Context: an optimization exercise on an open-source flow, tuned for small area, a short achievable clock period and few clock cycles per item. The choices shown serve that exercise and are no tape-out recipe. At most, simulation tests tie the RTL to the original design; equivalence was not proved. Power is estimated from default activity; no workload was simulated.

==> wip/maple <==
## fce_tx
module fce_tx (
    input  wire        clk,
    input  wire        rst,
    input  wire        reg_wr,
    input  wire [4:0]  reg_addr,
    input  wire [31:0] reg_wdata,
    output reg  [31:0] reg_rdata,
    output wire        busy,
    output reg         mem_en,
    output reg  [3:0]  mem_we,
    output reg  [9:0]  mem_addr,
    output reg  [31:0] mem_wdata,
    input  wire [31:0] mem_rdata
);
clock: 6.5 ns
lec_check: 0
cap_margin: 20
core_margin: 2
core_utilization: 45
place_density: 0.6
setup_slack_margin: 2.0
slew_margin: 20
run.sh (not shown) runs the stock make flow with config.mk's settings and CLKGATE_MAP_FILE= SYNTH_SCRIPT=/design/flow/synth_recipe.tcl, a recipe that flattens the netlist after the stock synthesis.
==> wip/delta (differences from wip/maple) <==
--- a/flow/design.v
+++ b/flow/design.v
@@ -41,34 +41,38 @@
     reg [31:0] mac_hi;
     reg [15:0] mac_lo;
     reg [31:0] ip_addr;
     reg [15:0] ip_ident;
     reg [7:0]  ip_ttl;
     reg [15:0] tcp_mss;
     reg        run;                                
     reg        chk;                                
+    reg        bad_q, lbad_q;                      
     reg        t_eth, t_ip, t_udp, t_tcp, t_csum;  
     reg        rd_act;      
     reg        rfirst;      
-    reg [8:0]  rptr;        
+    reg [8:0]  maddr;       
     reg [9:0]  rrem;        
     reg [1:0]  elane;       
     reg [3:0]  mask_q;      
     reg [15:0] acc;         
     reg [2:0]  ac;          
     reg        tact;        
     reg [3:0]  ti;          
     reg        tq_v;        
+    reg        ipa, ipb;    
     reg        crdy;        
     reg [2:0]  hj;          
-    reg [8:0]  waddr;       
     reg [31:0] xq;          
     reg        xw;          
     reg [23:0] gq;          
+    reg [3:0]  weq;         
+    reg [3:0]  ovh, ovl;    
+    reg        wlast;       
     assign busy = run;
     wire        bsel = cmd_q[8];
     wire [15:0] off  = cmd_q[31:16];
     wire [1:0]  al   = cmd_q[17:16];
     wire        syn  = a4[1];
     wire [7:0]  w_op  = reg_wdata[7:0];
     wire [15:0] w_off = reg_wdata[31:16];
     wire w_nop  = (w_op == OP_NOP);
@@ -94,39 +98,58 @@
     wire        n_big   = (off[15:12] != 4'd0) || (n_len[15:12] != 4'd0);
     wire        ip_lbad = (ip_dlen > 16'd65515);
     wire        h_bad   = (off[15:12] != 4'd0) ||
                           (t_eth && (off[11:0] > 12'd2034)) ||
                           (t_ip && ((off[11:0] > 12'd2028) || ip_lbad));
     wire        c_lbad  = (t_ip & ip_lbad) | (t_udp & (udp_dlen > 16'd65527)) |
                           (t_tcp & (tcp_dlen > (syn ? 16'd65511 : 16'd65515)));
     wire        c_rbad  = n_big || (n_end > 13'd2048);
-    wire        c_bad   = chk & (c_lbad | c_rbad);
+    wire        c_bad   = bad_q;
     wire [15:0] w_n     = w_udp ? udp_dlen : w_tcp ? tcp_dlen : csum_len;
     wire        w_hasrd = (w_udp | w_tcp | w_csum) && (w_n != 16'd0);
     wire [13:0] w_span  = {12'd0, w_off[1:0]} + {2'b00, w_n[11:0]} + (w_csum ? 14'h3FFB : 14'h3FFF);
     wire        w_more  = !w_span[13];                   
     wire [8:0]  w_rskip = w_udp ? 9'd2 : w_tcp ? (syn ? 9'd6 : 9'd5) : 9'd1;
     wire cmd_wr = !run && reg_wr && (reg_addr == R_CMD);
     wire [15:0] w_init = w_csum ? a0[15:0] : w_udp ? 16'd17 : w_tcp ? 16'd6 : 16'd0;
     wire        e_eth = run ? t_eth : w_eth;
     wire        e_ip  = run ? t_ip  : w_ip;
     wire        e_udp = run ? t_udp : w_udp;
     wire        e_tcp = run ? t_tcp : w_tcp;
     wire [7:0] hl_byte = syn ? 8'h60 : 8'h50;
-    wire [4:0] g_hlen  = t_eth ? 5'd14 : t_ip ? 5'd20 : t_udp ? 5'd8 : tcp_hl;
-    wire [4:0] g_fo    = t_ip ? 5'd10 : t_udp ? 5'd6 : 5'd16;
-    wire [5:0] g_m1    = {4'd0, al} + {1'b0, g_hlen} - 6'd1;
-    wire [5:0] g_cp    = {4'd0, al} + {1'b0, g_fo};
-    wire [5:0] g_cp1   = g_cp + 6'd1;
-    wire       wlast   = (hj == g_m1[4:2]);
-    wire [3:0] weq     = ((hj == 3'd0) ? (4'b1111 << al) : 4'b1111) &
-                         (wlast ? (4'b1111 >> (2'd3 - g_m1[1:0])) : 4'b1111);
-    wire [3:0] ovh     = (!t_eth && hj == g_cp[4:2])  ? (4'b0001 << g_cp[1:0])  : 4'b0000;
-    wire [3:0] ovl     = (!t_eth && hj == g_cp1[4:2]) ? (4'b0001 << g_cp1[1:0]) : 4'b0000;
+    reg  [2:0] g_last;      
+    reg  [1:0] g_elane;     
+    reg  [2:0] g_c0, g_c1;  
+    reg  [1:0] g_l0;        
+    always @* begin
+        g_elane = t_eth ? al + 2'd1 : al - 2'd1;
+        g_l0    = t_tcp ? al : al + 2'd2;
+        if (t_eth) begin
+            g_last = (al == 2'd3) ? 3'd4 : 3'd3;
+            g_c0 = 3'd7; g_c1 = 3'd7;
+        end else if (t_ip) begin
+            g_last = (al == 2'd0) ? 3'd4 : 3'd5;
+            g_c0 = al[1] ? 3'd3 : 3'd2;
+            g_c1 = (al == 2'd0) ? 3'd2 : 3'd3;
+        end else if (t_udp) begin
+            g_last = (al == 2'd0) ? 3'd1 : 3'd2;
+            g_c0 = al[1] ? 3'd2 : 3'd1;
+            g_c1 = (al == 2'd0) ? 3'd1 : 3'd2;
+        end else begin
+            g_last = syn ? ((al == 2'd0) ? 3'd5 : 3'd6) : ((al == 2'd0) ? 3'd4 : 3'd5);
+            g_c0 = 3'd4;
+            g_c1 = (al == 2'd3) ? 3'd5 : 3'd4;
+        end
+    end
+    wire [2:0] gk      = hj + 3'd1;
+    wire       n_last  = (gk == g_last);
+    wire [3:0] n_we    = n_last ? (4'b1111 >> (2'd3 - g_elane)) : 4'b1111;
+    wire [3:0] n_ovh   = (gk == g_c0) ? (4'b0001 << g_l0) : 4'b0000;
+    wire [3:0] n_ovl   = (gk == g_c1) ? (4'b0001 << (g_l0 + 2'd1)) : 4'b0000;
     function [31:0] hgroup(input e, input i, input u, input [15:0] lf, input [2:0] g);
         begin
             hgroup = 32'd0;
             if (e) begin
                 case (g)
                     3'd0: hgroup = a0;
                     3'd1: hgroup = {a1[15:0], mac_hi[31:16]};
                     3'd2: hgroup = {mac_hi[15:0], mac_lo};
@@ -175,19 +198,18 @@
     wire [2:0]  e_k   = !run ? 3'd0 :
                         g_f  ? (ti[1] ? 3'd1 : ti[0] ? 3'd4 : 3'd3) :
                         gsum ? ti[2:0] : xw ? hj1 : hj;
     wire [31:0] g_cur = hgroup(e_eth && !g_f, g_f ? !ti[1] : e_ip, g_f ? ti[1] : e_udp, lenf, e_k);
     wire [31:0] term = g_cur;
     wire [3:0]  ti_glast = t_udp ? 4'd2 : (syn ? 4'd5 : 4'd4);
     wire [3:0]  ti_last  = t_tcp ? 4'd10 : 4'd9;
     wire [3:0]  ti_nx    = (ti == ti_glast) ? 4'd8 : (ti + 4'd1);
-    wire        ip_t     = t_ip & tact;
-    wire [31:0] ip_ta    = {ip_ident, ip_ttl, a1[7:0]} & {32{ip_t & ti[0]}};
-    wire [31:0] term2    = (ti[0] ? a0 : ip_addr) & {32{ip_t}};
+    wire [31:0] ip_ta    = {ip_ident, ip_ttl, a1[7:0]} & {32{ipb}};
+    wire [31:0] term2    = (ip_addr & {32{ipa}}) | (a0 & {32{ipb}});
     wire        sw      = !off[0] && !t_ip;
     wire [31:0] term_s  = sw ? {term[23:16], term[31:24], term[7:0], term[15:8]} : term;
     wire [31:0] term_q  = (xq & {32{tq_v}}) | ip_ta;
     wire [31:0] mx = (mem_rdata & {{8{mask_q[3]}}, {8{mask_q[2]}}, {8{mask_q[1]}}, {8{mask_q[0]}}}) | term2;
     function [18:0] csa_s(input [18:0] x, input [18:0] y, input [18:0] z);
         csa_s = x ^ y ^ z;
     endfunction
     function [18:0] csa_c(input [18:0] x, input [18:0] y, input [18:0] z);
@@ -207,32 +229,32 @@
     wire [18:0] q_c  = csa_c(r_s, r_c, m_s);
     wire [18:0] n_s  = csa_s(q_s, q_c, m_c);
     wire [18:0] n_c  = csa_c(q_s, q_c, m_c);
     wire [18:0] acc_n = n_s + n_c;
     wire [16:0] tot  = {1'b0, acc} + {14'd0, ac};
     wire [15:0] f2   = tot[16] ? {13'd0, tot[2:0] + 3'd1} : tot[15:0];
     wire [15:0] fold = sw ? {f2[7:0], f2[15:8]} : f2;
     wire fin = !rd_act && (mask_q == 4'b0000) && !tact && !tq_v;
-    wire done_csum = t_csum && fin;
-    wire hdr_go = !t_csum && !rd_act && xw && !(tact && !t_ip) && !(chk && h_bad) && (((ovh | ovl) == 4'b0000) || crdy);
+    wire done_csum = t_csum && fin && !chk;    
+    wire hdr_go = !t_csum && !rd_act && xw && !(tact && !t_ip) && !(chk && h_bad) && !bad_q && (((ovh | ovl) == 4'b0000) || crdy);
     wire done_hdr = hdr_go && wlast;
     wire [31:0] csum_ov;
     genvar gl;
     generate
         for (gl = 0; gl < 4; gl = gl + 1) begin : g_ov
             assign csum_ov[8*gl +: 8] = (result[15:8] & {8{ovh[gl]}}) | (result[7:0] & {8{ovl[gl]}});
         end
     endgenerate
     always @* begin
         mem_wdata = hrot({gq, xq}, al) | csum_ov;
         if (run) begin
             mem_en   = rd_act | hdr_go;
             mem_we   = rd_act ? 4'b0000 : (hdr_go ? weq : 4'b0000);
-            mem_addr = rd_act ? {bsel & t_csum, rptr} : {1'b0, waddr};
+            mem_addr = {bsel & t_csum & rd_act, maddr};
         end else begin
             mem_en   = reg_wr && (reg_addr == R_CMD);
             mem_we   = 4'b0000;
             mem_addr = {reg_wdata[8], reg_wdata[26:18]};
         end
     end
     always @* begin
         case (reg_addr)
@@ -301,17 +323,17 @@
                     R_IP_IDENT: ip_ident <= reg_wdata[15:0];
                     R_IP_TTL:   ip_ttl <= reg_wdata[7:0];
                     R_TCP_MSS:  tcp_mss <= reg_wdata[15:0];
                     default: ;
                 endcase
             end
         end else begin
             if (c_bad) begin
-                errcode <= c_lbad ? 3'd4 : 3'd3;
+                errcode <= lbad_q ? 3'd4 : 3'd3;
                 sticky  <= 1'b1;
             end
             if (c_bad || done_csum || done_hdr)
                 run <= 1'b0;
             if (c_bad)
                 result <= 16'd0;
             else if (done_csum)
                 result <= fold;
@@ -319,51 +341,59 @@
                 result <= t_eth ? 16'd14 : t_ip ? 16'd20 : t_udp ? 16'd8 : {11'd0, tcp_hl};
             else if (fin && !crdy)
                 result <= ~fold;     
             if (done_hdr && t_ip)
                 ip_ident <= ip_ident + 16'd1;
         end
     end
     always @(posedge clk) begin
+        ipa <= cmd_wr && w_ip && (w_err == 3'd0);
+        ipb <= ipa;
         if (cmd_wr) begin
             t_eth  <= w_eth;
             t_ip   <= w_ip;
             t_udp  <= w_udp;
             t_tcp  <= w_tcp;
             t_csum <= w_csum;
             chk    <= !w_nop;
+            bad_q  <= 1'b0;
             rrem   <= w_span[11:2];
             elane  <= w_span[1:0];
             if (w_csum) begin
                 rd_act <= w_hasrd && w_more;
                 rfirst <= 1'b0;
                 mask_q <= w_hasrd ? ((4'b1111 << w_off[1:0]) &
                                      (w_more ? 4'b1111 : (4'b1111 >> (2'd3 - w_span[1:0]))))
                                   : 4'b0000;
             end else begin
                 rd_act <= w_hasrd;
                 rfirst <= 1'b1;
                 mask_q <= 4'b0000;
             end
-            rptr   <= w_off[10:2] + w_rskip;
+            maddr  <= w_off[10:2] + (w_hasrd ? w_rskip : 9'd0);
             acc    <= w_off[0] ? w_init : {w_init[7:0], w_init[15:8]};
             ac     <= 3'd0;
             tact   <= !w_eth && !w_csum;
             tq_v   <= w_ip;
             ti     <= w_ip ? 4'd8 : 4'd0;
             crdy   <= 1'b0;
             hj     <= 3'd0;
-            waddr  <= w_off[10:2];
             xq     <= g_cur;
             xw     <= 1'b1;
+            weq    <= 4'b1111 << w_off[1:0];
+            ovh    <= 4'b0000;
+            ovl    <= 4'b0000;
+            wlast  <= 1'b0;
         end else begin
             chk <= 1'b0;
+            bad_q  <= chk && (c_lbad || c_rbad);
+            lbad_q <= c_lbad;
             if (rd_act) begin
-                rptr   <= rptr + 9'd1;
+                maddr  <= (rrem == 10'd0) ? off[10:2] : (maddr + 9'd1);
                 rrem   <= rrem - 10'd1;
                 rfirst <= 1'b0;
                 mask_q <= (rfirst ? (4'b1111 << al) : 4'b1111) &
                           ((rrem == 10'd0) ? (4'b1111 >> (2'd3 - elane)) : 4'b1111);
                 if (rrem == 10'd0)
                     rd_act <= 1'b0;
             end else begin
                 mask_q <= 4'b0000;
@@ -380,15 +410,19 @@
             if (tact && !t_ip) begin
                 xq <= term_s;
                 xw <= 1'b0;
             end else if (!xw) begin
                 xq <= g_cur;
                 xw <= 1'b1;
             end else if (hdr_go) begin
                 hj    <= hj1;
-                waddr <= waddr + 9'd1;
+                maddr <= maddr + 9'd1;
                 xq    <= g_cur;
                 gq    <= xq[23:0];
+                weq   <= n_we;
+                ovh   <= n_ovh;
+                ovl   <= n_ovl;
+                wlast <= n_last;
             end
         end
     end
 endmodule
==> flow/config.mk (replaced) <==
export PLATFORM = sky130hd
export DESIGN_NAME = fce_tx
export DESIGN_NICKNAME = fce_tx
export VERILOG_FILES = /design/flow/design.v
export SDC_FILE = /design/flow/constraint.sdc
export NUM_CORES = 4
export LEC_CHECK = 0
export CAP_MARGIN = 20
export CORE_MARGIN = 2
export CORE_UTILIZATION = 45
export PLACE_DENSITY = 0.6
export SETUP_SLACK_MARGIN = 2.3
export SLEW_MARGIN = 20
==> wip/ember (differences from wip/maple) <==
--- a/flow/design.v
+++ b/flow/design.v
@@ -41,34 +41,38 @@
     reg [31:0] mac_hi;
     reg [15:0] mac_lo;
     reg [31:0] ip_addr;
     reg [15:0] ip_ident;
     reg [7:0]  ip_ttl;
     reg [15:0] tcp_mss;
     reg        run;                                
     reg        chk;                                
+    reg        bad_q, lbad_q;                      
     reg        t_eth, t_ip, t_udp, t_tcp, t_csum;  
     reg        rd_act;      
     reg        rfirst;      
-    reg [8:0]  rptr;        
+    reg [8:0]  maddr;       
     reg [9:0]  rrem;        
     reg [1:0]  elane;       
     reg [3:0]  mask_q;      
     reg [15:0] acc;         
     reg [2:0]  ac;          
     reg        tact;        
     reg [3:0]  ti;          
     reg        tq_v;        
+    reg        ipa, ipb;    
     reg        crdy;        
     reg [2:0]  hj;          
-    reg [8:0]  waddr;       
     reg [31:0] xq;          
     reg        xw;          
     reg [23:0] gq;          
+    reg [3:0]  weq;         
+    reg [3:0]  ovh, ovl;    
+    reg        wlast;       
     assign busy = run;
     wire        bsel = cmd_q[8];
     wire [15:0] off  = cmd_q[31:16];
     wire [1:0]  al   = cmd_q[17:16];
     wire        syn  = a4[1];
     wire [7:0]  w_op  = reg_wdata[7:0];
     wire [15:0] w_off = reg_wdata[31:16];
     wire w_nop  = (w_op == OP_NOP);
@@ -94,39 +98,58 @@
     wire        n_big   = (off[15:12] != 4'd0) || (n_len[15:12] != 4'd0);
     wire        ip_lbad = (ip_dlen > 16'd65515);
     wire        h_bad   = (off[15:12] != 4'd0) ||
                           (t_eth && (off[11:0] > 12'd2034)) ||
                           (t_ip && ((off[11:0] > 12'd2028) || ip_lbad));
     wire        c_lbad  = (t_ip & ip_lbad) | (t_udp & (udp_dlen > 16'd65527)) |
                           (t_tcp & (tcp_dlen > (syn ? 16'd65511 : 16'd65515)));
     wire        c_rbad  = n_big || (n_end > 13'd2048);
-    wire        c_bad   = chk & (c_lbad | c_rbad);
+    wire        c_bad   = bad_q;
     wire [15:0] w_n     = w_udp ? udp_dlen : w_tcp ? tcp_dlen : csum_len;
     wire        w_hasrd = (w_udp | w_tcp | w_csum) && (w_n != 16'd0);
     wire [13:0] w_span  = {12'd0, w_off[1:0]} + {2'b00, w_n[11:0]} + (w_csum ? 14'h3FFB : 14'h3FFF);
     wire        w_more  = !w_span[13];                   
     wire [8:0]  w_rskip = w_udp ? 9'd2 : w_tcp ? (syn ? 9'd6 : 9'd5) : 9'd1;
     wire cmd_wr = !run && reg_wr && (reg_addr == R_CMD);
     wire [15:0] w_init = w_csum ? a0[15:0] : w_udp ? 16'd17 : w_tcp ? 16'd6 : 16'd0;
     wire        e_eth = run ? t_eth : w_eth;
     wire        e_ip  = run ? t_ip  : w_ip;
     wire        e_udp = run ? t_udp : w_udp;
     wire        e_tcp = run ? t_tcp : w_tcp;
     wire [7:0] hl_byte = syn ? 8'h60 : 8'h50;
-    wire [4:0] g_hlen  = t_eth ? 5'd14 : t_ip ? 5'd20 : t_udp ? 5'd8 : tcp_hl;
-    wire [4:0] g_fo    = t_ip ? 5'd10 : t_udp ? 5'd6 : 5'd16;
-    wire [5:0] g_m1    = {4'd0, al} + {1'b0, g_hlen} - 6'd1;
-    wire [5:0] g_cp    = {4'd0, al} + {1'b0, g_fo};
-    wire [5:0] g_cp1   = g_cp + 6'd1;
-    wire       wlast   = (hj == g_m1[4:2]);
-    wire [3:0] weq     = ((hj == 3'd0) ? (4'b1111 << al) : 4'b1111) &
-                         (wlast ? (4'b1111 >> (2'd3 - g_m1[1:0])) : 4'b1111);
-    wire [3:0] ovh     = (!t_eth && hj == g_cp[4:2])  ? (4'b0001 << g_cp[1:0])  : 4'b0000;
-    wire [3:0] ovl     = (!t_eth && hj == g_cp1[4:2]) ? (4'b0001 << g_cp1[1:0]) : 4'b0000;
+    reg  [2:0] g_last;      
+    reg  [1:0] g_elane;     
+    reg  [2:0] g_c0, g_c1;  
+    reg  [1:0] g_l0;        
+    always @* begin
+        g_elane = t_eth ? al + 2'd1 : al - 2'd1;
+        g_l0    = t_tcp ? al : al + 2'd2;
+        if (t_eth) begin
+            g_last = (al == 2'd3) ? 3'd4 : 3'd3;
+            g_c0 = 3'd7; g_c1 = 3'd7;
+        end else if (t_ip) begin
+            g_last = (al == 2'd0) ? 3'd4 : 3'd5;
+            g_c0 = al[1] ? 3'd3 : 3'd2;
+            g_c1 = (al == 2'd0) ? 3'd2 : 3'd3;
+        end else if (t_udp) begin
+            g_last = (al == 2'd0) ? 3'd1 : 3'd2;
+            g_c0 = al[1] ? 3'd2 : 3'd1;
+            g_c1 = (al == 2'd0) ? 3'd1 : 3'd2;
+        end else begin
+            g_last = syn ? ((al == 2'd0) ? 3'd5 : 3'd6) : ((al == 2'd0) ? 3'd4 : 3'd5);
+            g_c0 = 3'd4;
+            g_c1 = (al == 2'd3) ? 3'd5 : 3'd4;
+        end
+    end
+    wire [2:0] gk      = hj + 3'd1;
+    wire       n_last  = (gk == g_last);
+    wire [3:0] n_we    = n_last ? (4'b1111 >> (2'd3 - g_elane)) : 4'b1111;
+    wire [3:0] n_ovh   = (gk == g_c0) ? (4'b0001 << g_l0) : 4'b0000;
+    wire [3:0] n_ovl   = (gk == g_c1) ? (4'b0001 << (g_l0 + 2'd1)) : 4'b0000;
     function [31:0] hgroup(input e, input i, input u, input [15:0] lf, input [2:0] g);
         begin
             hgroup = 32'd0;
             if (e) begin
                 case (g)
                     3'd0: hgroup = a0;
                     3'd1: hgroup = {a1[15:0], mac_hi[31:16]};
                     3'd2: hgroup = {mac_hi[15:0], mac_lo};
@@ -175,19 +198,18 @@
     wire [2:0]  e_k   = !run ? 3'd0 :
                         g_f  ? (ti[1] ? 3'd1 : ti[0] ? 3'd4 : 3'd3) :
                         gsum ? ti[2:0] : xw ? hj1 : hj;
     wire [31:0] g_cur = hgroup(e_eth && !g_f, g_f ? !ti[1] : e_ip, g_f ? ti[1] : e_udp, lenf, e_k);
     wire [31:0] term = g_cur;
     wire [3:0]  ti_glast = t_udp ? 4'd2 : (syn ? 4'd5 : 4'd4);
     wire [3:0]  ti_last  = t_tcp ? 4'd10 : 4'd9;
     wire [3:0]  ti_nx    = (ti == ti_glast) ? 4'd8 : (ti + 4'd1);
-    wire        ip_t     = t_ip & tact;
-    wire [31:0] ip_ta    = {ip_ident, ip_ttl, a1[7:0]} & {32{ip_t & ti[0]}};
-    wire [31:0] term2    = (ti[0] ? a0 : ip_addr) & {32{ip_t}};
+    wire [31:0] ip_ta    = {ip_ident, ip_ttl, a1[7:0]} & {32{ipb}};
+    wire [31:0] term2    = (ip_addr & {32{ipa}}) | (a0 & {32{ipb}});
     wire        sw      = !off[0] && !t_ip;
     wire [31:0] term_s  = sw ? {term[23:16], term[31:24], term[7:0], term[15:8]} : term;
     wire [31:0] term_q  = (xq & {32{tq_v}}) | ip_ta;
     wire [31:0] mx = (mem_rdata & {{8{mask_q[3]}}, {8{mask_q[2]}}, {8{mask_q[1]}}, {8{mask_q[0]}}}) | term2;
     function [18:0] csa_s(input [18:0] x, input [18:0] y, input [18:0] z);
         csa_s = x ^ y ^ z;
     endfunction
     function [18:0] csa_c(input [18:0] x, input [18:0] y, input [18:0] z);
@@ -207,32 +229,32 @@
     wire [18:0] q_c  = csa_c(r_s, r_c, m_s);
     wire [18:0] n_s  = csa_s(q_s, q_c, m_c);
     wire [18:0] n_c  = csa_c(q_s, q_c, m_c);
     wire [18:0] acc_n = n_s + n_c;
     wire [16:0] tot  = {1'b0, acc} + {14'd0, ac};
     wire [15:0] f2   = tot[16] ? {13'd0, tot[2:0] + 3'd1} : tot[15:0];
     wire [15:0] fold = sw ? {f2[7:0], f2[15:8]} : f2;
     wire fin = !rd_act && (mask_q == 4'b0000) && !tact && !tq_v;
-    wire done_csum = t_csum && fin;
-    wire hdr_go = !t_csum && !rd_act && xw && !(tact && !t_ip) && !(chk && h_bad) && (((ovh | ovl) == 4'b0000) || crdy);
+    wire done_csum = t_csum && fin && !chk;    
+    wire hdr_go = !t_csum && !rd_act && xw && !(tact && !t_ip) && !(chk && h_bad) && !bad_q && (((ovh | ovl) == 4'b0000) || crdy);
     wire done_hdr = hdr_go && wlast;
     wire [31:0] csum_ov;
     genvar gl;
     generate
         for (gl = 0; gl < 4; gl = gl + 1) begin : g_ov
             assign csum_ov[8*gl +: 8] = (result[15:8] & {8{ovh[gl]}}) | (result[7:0] & {8{ovl[gl]}});
         end
     endgenerate
     always @* begin
         mem_wdata = hrot({gq, xq}, al) | csum_ov;
         if (run) begin
             mem_en   = rd_act | hdr_go;
             mem_we   = rd_act ? 4'b0000 : (hdr_go ? weq : 4'b0000);
-            mem_addr = rd_act ? {bsel & t_csum, rptr} : {1'b0, waddr};
+            mem_addr = {bsel & t_csum & rd_act, maddr};
         end else begin
             mem_en   = reg_wr && (reg_addr == R_CMD);
             mem_we   = 4'b0000;
             mem_addr = {reg_wdata[8], reg_wdata[26:18]};
         end
     end
     always @* begin
         case (reg_addr)
@@ -301,17 +323,17 @@
                     R_IP_IDENT: ip_ident <= reg_wdata[15:0];
                     R_IP_TTL:   ip_ttl <= reg_wdata[7:0];
                     R_TCP_MSS:  tcp_mss <= reg_wdata[15:0];
                     default: ;
                 endcase
             end
         end else begin
             if (c_bad) begin
-                errcode <= c_lbad ? 3'd4 : 3'd3;
+                errcode <= lbad_q ? 3'd4 : 3'd3;
                 sticky  <= 1'b1;
             end
             if (c_bad || done_csum || done_hdr)
                 run <= 1'b0;
             if (c_bad)
                 result <= 16'd0;
             else if (done_csum)
                 result <= fold;
@@ -319,51 +341,59 @@
                 result <= t_eth ? 16'd14 : t_ip ? 16'd20 : t_udp ? 16'd8 : {11'd0, tcp_hl};
             else if (fin && !crdy)
                 result <= ~fold;     
             if (done_hdr && t_ip)
                 ip_ident <= ip_ident + 16'd1;
         end
     end
     always @(posedge clk) begin
+        ipa <= cmd_wr && w_ip && (w_err == 3'd0);
+        ipb <= ipa;
         if (cmd_wr) begin
             t_eth  <= w_eth;
             t_ip   <= w_ip;
             t_udp  <= w_udp;
             t_tcp  <= w_tcp;
             t_csum <= w_csum;
             chk    <= !w_nop;
+            bad_q  <= 1'b0;
             rrem   <= w_span[11:2];
             elane  <= w_span[1:0];
             if (w_csum) begin
                 rd_act <= w_hasrd && w_more;
                 rfirst <= 1'b0;
                 mask_q <= w_hasrd ? ((4'b1111 << w_off[1:0]) &
                                      (w_more ? 4'b1111 : (4'b1111 >> (2'd3 - w_span[1:0]))))
                                   : 4'b0000;
             end else begin
                 rd_act <= w_hasrd;
                 rfirst <= 1'b1;
                 mask_q <= 4'b0000;
             end
-            rptr   <= w_off[10:2] + w_rskip;
+            maddr  <= w_off[10:2] + (w_hasrd ? w_rskip : 9'd0);
             acc    <= w_off[0] ? w_init : {w_init[7:0], w_init[15:8]};
             ac     <= 3'd0;
             tact   <= !w_eth && !w_csum;
             tq_v   <= w_ip;
             ti     <= w_ip ? 4'd8 : 4'd0;
             crdy   <= 1'b0;
             hj     <= 3'd0;
-            waddr  <= w_off[10:2];
             xq     <= g_cur;
             xw     <= 1'b1;
+            weq    <= 4'b1111 << w_off[1:0];
+            ovh    <= 4'b0000;
+            ovl    <= 4'b0000;
+            wlast  <= 1'b0;
         end else begin
             chk <= 1'b0;
+            bad_q  <= chk && (c_lbad || c_rbad);
+            lbad_q <= c_lbad;
             if (rd_act) begin
-                rptr   <= rptr + 9'd1;
+                maddr  <= (rrem == 10'd0) ? off[10:2] : (maddr + 9'd1);
                 rrem   <= rrem - 10'd1;
                 rfirst <= 1'b0;
                 mask_q <= (rfirst ? (4'b1111 << al) : 4'b1111) &
                           ((rrem == 10'd0) ? (4'b1111 >> (2'd3 - elane)) : 4'b1111);
                 if (rrem == 10'd0)
                     rd_act <= 1'b0;
             end else begin
                 mask_q <= 4'b0000;
@@ -380,15 +410,19 @@
             if (tact && !t_ip) begin
                 xq <= term_s;
                 xw <= 1'b0;
             end else if (!xw) begin
                 xq <= g_cur;
                 xw <= 1'b1;
             end else if (hdr_go) begin
                 hj    <= hj1;
-                waddr <= waddr + 9'd1;
+                maddr <= maddr + 9'd1;
                 xq    <= g_cur;
                 gq    <= xq[23:0];
+                weq   <= n_we;
+                ovh   <= n_ovh;
+                ovl   <= n_ovl;
+                wlast <= n_last;
             end
         end
     end
 endmodule
==> flow/config.mk (replaced) <==
export PLATFORM = sky130hd
export DESIGN_NAME = fce_tx
export DESIGN_NICKNAME = fce_tx
export VERILOG_FILES = /design/flow/design.v
export SDC_FILE = /design/flow/constraint.sdc
export NUM_CORES = 4
export LEC_CHECK = 0
export CAP_MARGIN = 20
export CORE_MARGIN = 2
export CORE_UTILIZATION = 45
export PLACE_DENSITY = 0.6
export SETUP_SLACK_MARGIN = 2.4
export SLEW_MARGIN = 20
==> summary of the runs <==
In clock power, wip/delta and wip/ember hardly differ. Global-route usage: wip/maple < wip/ember < wip/delta. Hold slack, lowest first: wip/maple, wip/delta, wip/ember. Synthesized cell count: wip/ember is larger than wip/maple (2.0%). Against wip/maple, the flip-flop and latch count of wip/ember is higher by 8.
Testbench counts of wip/delta, summed over its fixed seeds: cycles 40,519, commands 908.
Testbench counts of wip/ember, summed over its fixed seeds: cycles 40,519, commands 908.
Function not checked in wip/maple: the RTL went through the layout flow alone.

## static timing again, ports no longer ideal
Ports are ideal in the flow. The routed layouts listed here were re-timed in OpenROAD. Step 1 sets driving cells, clkbuf_16 on the clock port and buf_2 on the other inputs (assumed; they add their load-dependent delay and slew). Step 2 adds t to the input delays and takes it off the output delays; t is the mean of the earliest and latest rising clock arrival at the registers after step 1. Input paths then give back, and output paths get back, about the clock's delay inside the block. Slacks: ideal ports / drivers / drivers and shift; pairs: ideal ports / drivers.
run	shift t [ns]	setup WS [ns]	worst setup path after step 2	slew at the worst register clock pin (ns)	worst slew at a driven data input, ns
wip/maple	0.718	1.436 / 1.436 / 0.992	input to register	0.07 / 0.07	0.11
wip/delta	0.722	1.845 / 1.827 / 1.173	input to register	0.07 / 0.07	0.07
wip/ember	0.739	1.795 / 1.797 / 1.107	input to register	0.07 / 0.07	0.12
After both steps setup and hold are still met in every run listed. The setup slack of wip/ember, which loses most, moves by +0.002 ns with the drivers and by -0.688 ns with both steps.
